Context: an optimization exercise on an open-source flow, tuned for a short achievable clock period and few clock cycles. The choices shown serve that exercise and are no tape-out recipe.
The RTL was checked by simulation tests, not by an equivalence proof against the original design.
Power is estimated from default activity; no workload was simulated.

==> inputs of run a <==
## cp216_core
module cp216_core (
    input  wire        clk,
    input  wire        rst,
    input  wire [31:0] image_len,
    output reg         mem_valid,
    output reg         mem_we,
    output reg  [11:0] mem_addr,
    output reg  [31:0] mem_wdata,
    input  wire        mem_ready,
    input  wire [31:0] mem_rdata,
    output reg  [2:0]  status,
    output wire [31:0] pc,
    output wire        flag_n,
    output wire        flag_z,
    input  wire [3:0]  dbg_sel,
    output wire [31:0] dbg_rdata
);
    localparam MEM_CAPACITY = 4096;
    localparam ST_RUNNING      = 3'd0,
               ST_HALT_NORMAL  = 3'd1,
               ST_HALT_UNKNOWN = 3'd2,
               ST_FAULT_MEM    = 3'd3,
               ST_FAULT_IMAGE  = 3'd4;
    localparam CI = 6;               
    localparam CN = 1 << CI;         
    localparam CT = 10 - CI;         
    localparam PW = 40;              
    reg  [2:0] st;         
    reg  running;          
    reg  [31:0] faddr;     
    reg         redir;     
    reg          c_v   [0:CN-1];
    reg [CT-1:0] c_tag [0:CN-1];
    reg [31:0]   c_dat [0:CN-1];
    reg  [9:0]  pf_w;      
    reg         pf_go;     
    reg  [31:0] bp_pc;     
    reg  [31:0] bp_tgt;    
    reg  [31:0] bp_tgt4;   
    reg         bp_v;      
    wire        bp_ok = bp_v && (bp_tgt[1:0] == 2'b00) &&
                        (bp_tgt <= MEM_CAPACITY - 8) && (bp_tgt4 < image_len);
    reg         iv;        
    reg         iflt;      
    reg  [31:0] ir;        
    reg  [31:0] ipc;       
    reg         ipred;     
    reg         ijmp;      
    reg  [31:0] opa, opb;  
    reg  [12:0] ioff3;     
  ...
Settings: LEC_CHECK=0, CAP_MARGIN=20, CELL_PAD_IN_SITES_DETAIL_PLACEMENT=1, CELL_PAD_IN_SITES_GLOBAL_PLACEMENT=2, CORE_MARGIN=2, CORE_UTILIZATION=40, PLACE_DENSITY=0.6, SLEW_MARGIN=20; clock period 12.0 ns.
standard.sh (not shown) runs the stock make flow with config.mk's settings and CLKGATE_MAP_FILE= SYNTH_SCRIPT=/design/flow/synth_recipe.tcl, a recipe that flattens the netlist after the stock synthesis.
==> flow/flow/run.sh <==
#!/bin/bash
# Layout: the standard flow (standard.sh), run in three parts. After
# synthesis and floorplan, placement, CTS and global routing run with
# repair_timing asked for more setup slack than the clock period needs
# (SETUP_SLACK_MARGIN), on the worst TNS_END_PERCENT of endpoints, so that it
# shortens the critical paths. The clock period and constraints are the standard flow's.
# ORFS writes each step's log under orfs/logs/; make's output for each part
# goes to flow_<part>.log here.
set -uo pipefail
bash standard.sh synth floorplan > flow_1_synth_floorplan.log 2>&1 || exit 1
export SETUP_SLACK_MARGIN=6.5
export TNS_END_PERCENT=10
bash standard.sh place cts > flow_2_place_cts.log 2>&1 || exit 1
bash standard.sh finish > flow_3_route_finish.log 2>&1
==> inputs of run b, as changes to run a <==
--- a/flow/design.v
+++ b/flow/design.v
@@ -45,19 +45,21 @@
 endmodule
 module cp216_alu (
     input  wire [3:0]  op,
     input  wire [31:0] a,
     input  wire [7:0]  imm,
     input  wire [4:0]  shamt,
+    input  wire [14:0] booth,     
     output reg  [31:0] result
 );
     localparam OP_MOV = 4'd0,  OP_ADD = 4'd1,  OP_SUB = 4'd2,  OP_CMP = 4'd3,
                OP_AND = 4'd4,  OP_OR  = 4'd5,  OP_XOR = 4'd6,  OP_MUL = 4'd7,
                OP_MVN = 4'd8,  OP_TST = 4'd9,  OP_LSL = 4'd10, OP_LSR = 4'd11;
     wire [31:0] b = {24'd0, imm};
-    wire [31:0] mul_result = a * b;
+    wire [31:0] mul_result;
+    cp216_mul u_mul (.a(a), .booth(booth), .p(mul_result));
     always @(*) begin
         case (op)
             OP_MOV: result = b;
             OP_ADD: result = a + b;
             OP_SUB: result = a - b;
             OP_CMP: result = a - b;
@@ -72,12 +74,57 @@
             default: result = 32'd0;
         endcase
         if (op == OP_MUL)
             result = mul_result;
     end
 endmodule
+module cp216_booth (
+    input  wire [7:0]  y,
+    output reg  [14:0] b
+);
+    wire [10:0] yx = {2'b00, y, 1'b0};    
+    integer i;
+    always @(*) begin
+        for (i = 0; i < 5; i = i + 1) begin
+            b[i]      = yx[2*i+1] ^ yx[2*i];
+            b[5 + i]  = (yx[2*i+2] & ~yx[2*i+1] & ~yx[2*i]) |
+                        (~yx[2*i+2] & yx[2*i+1] & yx[2*i]);
+            b[10 + i] = yx[2*i+2];
+        end
+    end
+endmodule
+module cp216_mul (
+    input  wire [31:0] a,
+    input  wire [14:0] booth,
+    output wire [31:0] p
+);
+    reg  [31:0] pp [0:4];
+    reg  [31:0] corr;
+    reg  [31:0] m;
+    integer i;
+    always @(*) begin
+        corr = 32'd0;
+        for (i = 0; i < 5; i = i + 1) begin
+            m     = ({32{booth[i]}} & a) | ({32{booth[5 + i]}} & {a[30:0], 1'b0});
+            pp[i] = (booth[10 + i] ? ~m : m) << (2 * i);
+            corr[2*i] = booth[10 + i];
+        end
+    end
+    function [63:0] csa;
+        input [31:0] x, y2, z;
+        begin
+            csa[31:0]  = x ^ y2 ^ z;
+            csa[63:32] = {((x & y2) | (x & z) | (y2 & z)), 1'b0} ;
+        end
+    endfunction
+    wire [63:0] l1a = csa(pp[0], pp[1], pp[2]);
+    wire [63:0] l1b = csa(pp[3], pp[4], corr);
+    wire [63:0] l2a = csa(l1a[31:0], l1a[63:32], l1b[31:0]);
+    wire [63:0] l3a = csa(l2a[31:0], l2a[63:32], l1b[63:32]);
+    assign p = l3a[31:0] + l3a[63:32];
+endmodule
 module cp216_regfile (
     input  wire        clk,
     input  wire        rst,
     input  wire        w_en,
     input  wire [3:0]  w_sel,
     input  wire [31:0] w_data,
@@ -104,15 +151,33 @@
                 regs[w_sel] <= w_data;
         end
     end
     assign ra_data = regs[ra_sel];
     assign rb_data = regs[rb_sel];
     reg [31:0] sh [0:15];
-    always @(posedge clk)
-        for (i = 0; i < 16; i = i + 1)
-            sh[i] <= rst ? 32'd0 : regs[i];
+    reg        sw_en, sp_en;
+    reg [3:0]  sw_sel;
+    reg [31:0] sw_data, sp_data;
+    always @(posedge clk) begin
+        sw_en   <= !rst && w_en;
+        sp_en   <= !rst && pc_en;
+        sw_sel  <= w_sel;
+        sw_data <= w_data;
+        sp_data <= pc_data;
+    end
+    always @(posedge clk) begin
+        if (rst) begin
+            for (i = 0; i < 16; i = i + 1)
+                sh[i] <= 32'd0;
+        end else begin
+            if (sp_en)
+                sh[15] <= sp_data;
+            if (sw_en)
+                sh[sw_sel] <= sw_data;
+        end
+    end
     wire [15:0] rc_hot = 16'd1 << rc_sel;
     reg  [31:0] rc_or;
     always @(*) begin
         rc_or = 32'd0;
         for (i = 0; i < 16; i = i + 1)
             rc_or = rc_or | (sh[i] & {32{rc_hot[i]}});
@@ -148,12 +213,14 @@
     localparam CT = 10 - CI;         
     localparam PW = 40;              
     reg  [2:0] st;         
     reg  running;          
     reg  [31:0] faddr;     
     reg         redir;     
+    reg  [31:0] tgt4;
+    reg         rpre;      
     reg          c_v   [0:CN-1];
     reg [CT-1:0] c_tag [0:CN-1];
     reg [31:0]   c_dat [0:CN-1];
     reg  [9:0]  pf_w;      
     reg         pf_go;     
     reg  [31:0] bp_pc;     
@@ -167,12 +234,13 @@
     reg  [31:0] ir;        
     reg  [31:0] ipc;       
     reg         ipred;     
     reg         ijmp;      
     reg  [31:0] opa, opb;  
     reg  [12:0] ioff3;     
+    reg  [14:0] ibooth;    
     reg         fwa, fwb;  
     reg  [31:0] res;       
     reg  [31:0] fpc_q;     
     reg  [31:0] flag_res;  
     reg         flag_set;  
     wire        e_alu, e_ldr, e_str, e_unk, e_wr;
@@ -185,16 +253,18 @@
         .is_unk(e_unk), .writes_rd(e_wr), .aop(e_aop), .rd(e_rd), .rn(e_rn),
         .imm(e_imm), .shamt(e_sh), .offset(e_off)
     );
     wire [31:0] b = fwb ? res : opb;
     wire [31:0] alu_o, alu_r;
     cp216_alu u_alu_o (
-        .op(e_aop), .a(opa), .imm(e_imm), .shamt(e_sh), .result(alu_o)
+        .op(e_aop), .a(opa), .imm(e_imm), .shamt(e_sh), .booth(ibooth),
+        .result(alu_o)
     );
     cp216_alu u_alu_r (
-        .op(e_aop), .a(res), .imm(e_imm), .shamt(e_sh), .result(alu_r)
+        .op(e_aop), .a(res), .imm(e_imm), .shamt(e_sh), .booth(ibooth),
+        .result(alu_r)
     );
     wire [31:0] alu_result = fwa ? alu_r : alu_o;
     wire [12:0] ea_o     = {1'b0, opa[11:0]} + {1'b0, e_off};
     wire [12:0] cy_o     = {1'b0, opa[11:0]} + {1'b0, ioff3[11:0]};
     wire        flt_o    = (opa[31:12] != 20'd0) || ioff3[12] || cy_o[12];
     wire [12:0] ea_r     = {1'b0, res[11:0]} + {1'b0, e_off};
@@ -247,31 +317,37 @@
             end else begin
                 rf_pc_en = 1'b1;
                 rf_w_en  = e_alu && e_wr;
             end
         end
     end
-    wire [31:0] f_addr   = redir       ? rf_r15 + 32'd4 :
+    wire [31:0] f_addr   = redir       ? tgt4 :
                            (iv && ipred) ? bp_tgt4 : faddr;
     wire        f_fault  = f_addr > (MEM_CAPACITY - 4);
     wire        f_rhalt  = redir && (f_addr >= image_len);
     wire        f_jmp    = f_word[25] && (f_word[24:21] == 4'b0100) &&
                            (f_word[19:16] == 4'd15) && (f_word[15:12] == 4'd15);
     wire [12:0] f_jtgt   = {1'b0, f_addr[11:0]} + {5'd0, f_word[7:0]} + 13'd4;
     wire [31:0] f_next   = f_jmp ? {19'd0, f_jtgt} : f_addr + 32'd4;
     wire [CI-1:0] f_idx  = f_addr[CI+1:2];
     wire [CT-1:0] f_tag  = f_addr[11:CI+2];
     wire        f_align  = (f_addr[1:0] == 2'b00);
-    wire        f_hit    = f_align && c_v[f_idx] && (c_tag[f_idx] == f_tag);
+    reg         sti_v, sti_two;
+    reg  [9:0]  sti_w0, sti_w1;
+    wire        f_sti    = sti_v && ((f_addr[11:2] == sti_w0) ||
+                                     (sti_two && f_addr[11:2] == sti_w1));
+    wire        f_hit    = f_align && c_v[f_idx] && (c_tag[f_idx] == f_tag) && !f_sti;
     wire        f_stclash = e_mem && e_str &&
                             ((f_addr[11:2] == ls_w0) || (ls_two && f_addr[11:2] == ls_w1));
     wire        f_cache  = e_mem || pf_go;
     always @(*) f_word = f_cache ? c_dat[f_idx] : mem_rdata;
     wire [31:0] f_opa    = (f_rn == 4'd15) ? f_addr : rf_rn;
+    wire [14:0] f_booth;
+    cp216_booth u_booth (.y(f_word[7:0]), .b(f_booth));
     wire        f_slot   = !iv || (!iflt && e_done);
-    wire        f_take   = running && f_slot && (f_cache ? f_hit : mem_ready);
+    wire        f_take   = running && !rpre && f_slot && (f_cache ? f_hit : mem_ready);
     wire [9:0]  pf_d     = pf_w - faddr[11:2];
     wire        pf_in    = (pf_d != 10'd0) && (pf_d < PW);
     wire        pf_reset = (pf_d == 10'd0) || (pf_d >= 10'd2 * PW);
     wire        pf_fill  = running && pf_go && !e_mem && mem_ready;
     wire        e_pred_ok = e_pred && (mem_rdata == bp_tgt);
     wire        e_stop   = e_act &&
@@ -302,32 +378,41 @@
                 c_v[k] <= 1'b0;
         end else begin
             if (fd_f)
                 c_v[f_idx] <= mem_ready;
             if (fd_p)
                 c_v[pf_w[CI-1:0]] <= mem_ready;
-            if (e_mem && e_str && !ls_fault && mem_ready) begin
-                if (c_tag[ls_w0[CI-1:0]] == ls_w0[9:CI])
-                    c_v[ls_w0[CI-1:0]] <= 1'b0;
-                if (ls_two && c_tag[ls_w1[CI-1:0]] == ls_w1[9:CI])
-                    c_v[ls_w1[CI-1:0]] <= 1'b0;
+            if (sti_v) begin
+                if (c_tag[sti_w0[CI-1:0]] == sti_w0[9:CI])
+                    c_v[sti_w0[CI-1:0]] <= 1'b0;
+                if (sti_two && c_tag[sti_w1[CI-1:0]] == sti_w1[9:CI])
+                    c_v[sti_w1[CI-1:0]] <= 1'b0;
             end
         end
     end
     always @(posedge clk) begin
+        sti_v   <= !rst && e_mem && e_str && !ls_fault && mem_ready;
+        sti_w0  <= ls_w0;
+        sti_w1  <= ls_w1;
+        sti_two <= ls_two;
+    end
+    always @(posedge clk) begin
         if (rst) begin
             faddr   <= 32'd0;
             redir   <= 1'b0;
+            rpre    <= 1'b0;
+            tgt4    <= 32'd0;
             iv      <= 1'b0;
             iflt    <= 1'b0;
             ir      <= 32'd0;
             ipc     <= 32'd0;
             ipred   <= 1'b0;
             ijmp    <= 1'b0;
             opa     <= 32'd0;
             ioff3   <= 13'd0;
+            ibooth  <= 15'd0;
             opb     <= 32'd0;
             fwa     <= 1'b0;
             fwb     <= 1'b0;
             res     <= 32'd0;
             fpc_q   <= 32'd0;
             flag_res <= 32'd0;
@@ -351,12 +436,17 @@
         end else if (running) begin
             if (pf_reset)
                 pf_w <= faddr[11:2] + 10'd1;
             else if (pf_fill)
                 pf_w <= pf_w + 10'd1;
             pf_go <= f_hit && pf_in;
+            if (rpre) begin                   
+                rpre  <= 1'b0;
+                redir <= 1'b1;
+                tgt4  <= rf_r15 + 32'd4;
+            end
             if (iv) begin
                 if (iflt) begin
                     st <= ST_FAULT_MEM;
                     running <= 1'b0;
                     fpc_q  <= ipc;
                 end else if (e_mem) begin
@@ -369,12 +459,13 @@
                         iv  <= 1'b0;
                         res <= mem_rdata;
                         if (e_ldpc) begin
                             bp_pc   <= ipc;
                             bp_tgt  <= mem_rdata;
                             bp_tgt4 <= mem_rdata + 32'd4;
+                            tgt4    <= mem_rdata + 32'd4;
                             bp_v    <= 1'b1;
                             if (!(e_pred_ok && f_take))
                                 redir <= 1'b1;
                         end else if (ihalt) begin
                             st <= ST_HALT_NORMAL;
                             running <= 1'b0;
@@ -390,13 +481,13 @@
                     end
                     if (e_unk) begin
                         st <= ST_HALT_UNKNOWN;
                         running <= 1'b0;
                         fpc_q  <= faddr;
                     end else if (e_alubr && !ijmp) begin
-                        redir <= 1'b1;
+                        rpre  <= 1'b1;
                     end else if (ihalt) begin
                         st <= ST_HALT_NORMAL;
                         running <= 1'b0;
                         fpc_q  <= faddr;
                     end
                 end
@@ -405,25 +496,29 @@
                 st <= ST_HALT_NORMAL;
                 running <= 1'b0;
                 fpc_q  <= f_addr;
             end
             if (f_take) begin
                 if (redir) redir <= 1'b0;    
-                if (f_stclash) redir <= 1'b1;
+                if (f_stclash) begin
+                    redir <= 1'b1;
+                    tgt4  <= faddr;           
+                end
                 iv    <= !e_stop && !f_stclash;
                 iflt  <= f_fault;
                 ir    <= f_word;
                 ipc   <= f_addr;
                 faddr <= f_next;
                 ijmp  <= f_jmp;
                 ipred <= bp_ok && !f_fault && !(e_act && e_ldpc) &&
                          (f_addr == bp_pc) && !f_word[25] &&
                          (f_word[27:26] == 2'b01) && f_word[20] &&
                          (f_word[15:12] == 4'd15);
                 opa   <= f_opa;
                 ioff3 <= {1'b0, f_word[11:0]} + 13'd3;
+                ibooth <= f_booth;
                 opb   <= (f_rd == 4'd15) ? f_addr : rf_rd;
                 fwa   <= e_wreg && (e_rd == f_rn) && (f_rn != 4'd15);
                 fwb   <= e_wreg && (e_rd == f_rd) && (f_rd != 4'd15);
             end
         end
     end
==> flow/flow/run.sh (replaced) <==
#!/bin/bash
# Layout: the standard flow (standard.sh), run in three parts. After
# synthesis and floorplan, placement, CTS and global routing run with
# repair_timing asked for more setup slack than the clock period needs
# (SETUP_SLACK_MARGIN), on the worst TNS_END_PERCENT of endpoints, so that it
# shortens the critical paths. The global router gets less of met1/met2
# (flow/fastroute.tcl) to ease detailed routing. The clock period and
# constraints are the standard flow's.
# ORFS writes each step's log under orfs/logs/; make's output for each part
# goes to flow_<part>.log here.
set -uo pipefail
export FASTROUTE_TCL="$(pwd)/flow/fastroute.tcl"
bash standard.sh synth floorplan > flow_1_synth_floorplan.log 2>&1 || exit 1
export SETUP_SLACK_MARGIN=6.5
export TNS_END_PERCENT=10
bash standard.sh place cts > flow_2_place_cts.log 2>&1 || exit 1
bash standard.sh finish > flow_3_route_finish.log 2>&1
==> flow/flow/fastroute.tcl (new file) <==
# Global routing layers as the platform's fastroute.tcl sets them, but with
# less of met1 and met2 offered to the global router, so that signal routes
# go up to met3/met4 and leave room for pin access on the lower layers.
set_global_routing_layer_adjustment $::env(MIN_ROUTING_LAYER)-$::env(MAX_ROUTING_LAYER) 0.2
set_global_routing_layer_adjustment met1 0.6
set_global_routing_layer_adjustment met2 0.35

set_routing_layers -clock $::env(MIN_CLK_ROUTING_LAYER)-$::env(MAX_ROUTING_LAYER)
set_routing_layers -signal $::env(MIN_ROUTING_LAYER)-$::env(MAX_ROUTING_LAYER)
--- a/flow/config.mk
+++ b/flow/config.mk
@@ -6,9 +6,9 @@
 export NUM_CORES = 4
 export LEC_CHECK = 0
 export CAP_MARGIN = 20
 export CELL_PAD_IN_SITES_DETAIL_PLACEMENT = 1
 export CELL_PAD_IN_SITES_GLOBAL_PLACEMENT = 2
 export CORE_MARGIN = 2
-export CORE_UTILIZATION = 40
-export PLACE_DENSITY = 0.6
+export CORE_UTILIZATION = 48
+export PLACE_DENSITY = 0.72
 export SLEW_MARGIN = 20
==> run notes <==
| item | run a | run b |
|---|---|---|
| Leakage power total | 79.4 nW | 81.6 nW |
| Switching power as a share of total power | 0.235 | 0.238 |
| Met3 track demand over resource in global routing | 0.0674 | 0.498 |
| Status | complete, no violations | complete, no violations |
| Fraction of layout cells with a size suffix above 1 | 0.233 | 0.223 |
| Multiplexer share of the synthesized area | 0.111 | 0.106 |
| Peak Freq | 150 MHz | 149 MHz |
| Crit path arrival time | 4250 ps | 4310 ps |
| Clk_skew | 104 ps | 118 ps |
| Clk tree area frac | 0.0580 | 0.0563 |
| Reported sequential group power | 13.2 mW | 13.9 mW |
| Average detailed-routed wire length per instance | 42.9 microns | 44.6 microns |
| Minimum setup slack among reg-to-reg paths | 5530 ps | 5650 ps |
| Origin of the critical flop-to-flop path | u_rf.regs[15][3] | ibooth[7] |
| Power dissipated in combinational cells | 1.18 mW | 1.13 mW |
| Height of the chip | 680 microns | 634 microns |
| Critical hold path startpoint | opb[13] | bp_pc[12] |
| Worst slack at placement | 3100 ps | 3370 ps |
| Number of flops mapped to enable cells by yosys | 2563 | 3075 |
Testbench counts of run a, summed over its fixed seeds: cycles 47,340.
Testbench counts of run b, summed over its fixed seeds: cycles 47,361.

[re-timing with driven ports]
How much do the figures lean on ideal ports? The routed layouts below were timed once more, with nothing changed but the port constraints.
Step 1 assumes that a clkbuf_16 drives the clock port and a buf_2 every other input.
Step 2 times the ports against the registers' clock, not the clock port: input delays grow and output delays shrink by t, the midpoint of the rising clock arrivals with the driver on.
Slacks: ideal ports / drivers / drivers and shift; pairs: ideal ports / drivers.
run	t (ns)	slack for setup (ns)	worst hold slack (ns)	clock arrival spread, ns	pins driven straight from the clock port
run a	1.133	5.348 / 5.279 / 4.784	0.466 / 0.466 / 0.466	0.106 / 0.105	1
run b	1.140	5.286 / 5.195 / 5.195	0.469 / 0.469 / 0.469	0.120 / 0.120	1
After both steps every run listed still meets setup and hold. The setup slack of run a, which loses most, moves by -0.069 ns with the drivers and by -0.564 ns with both steps.
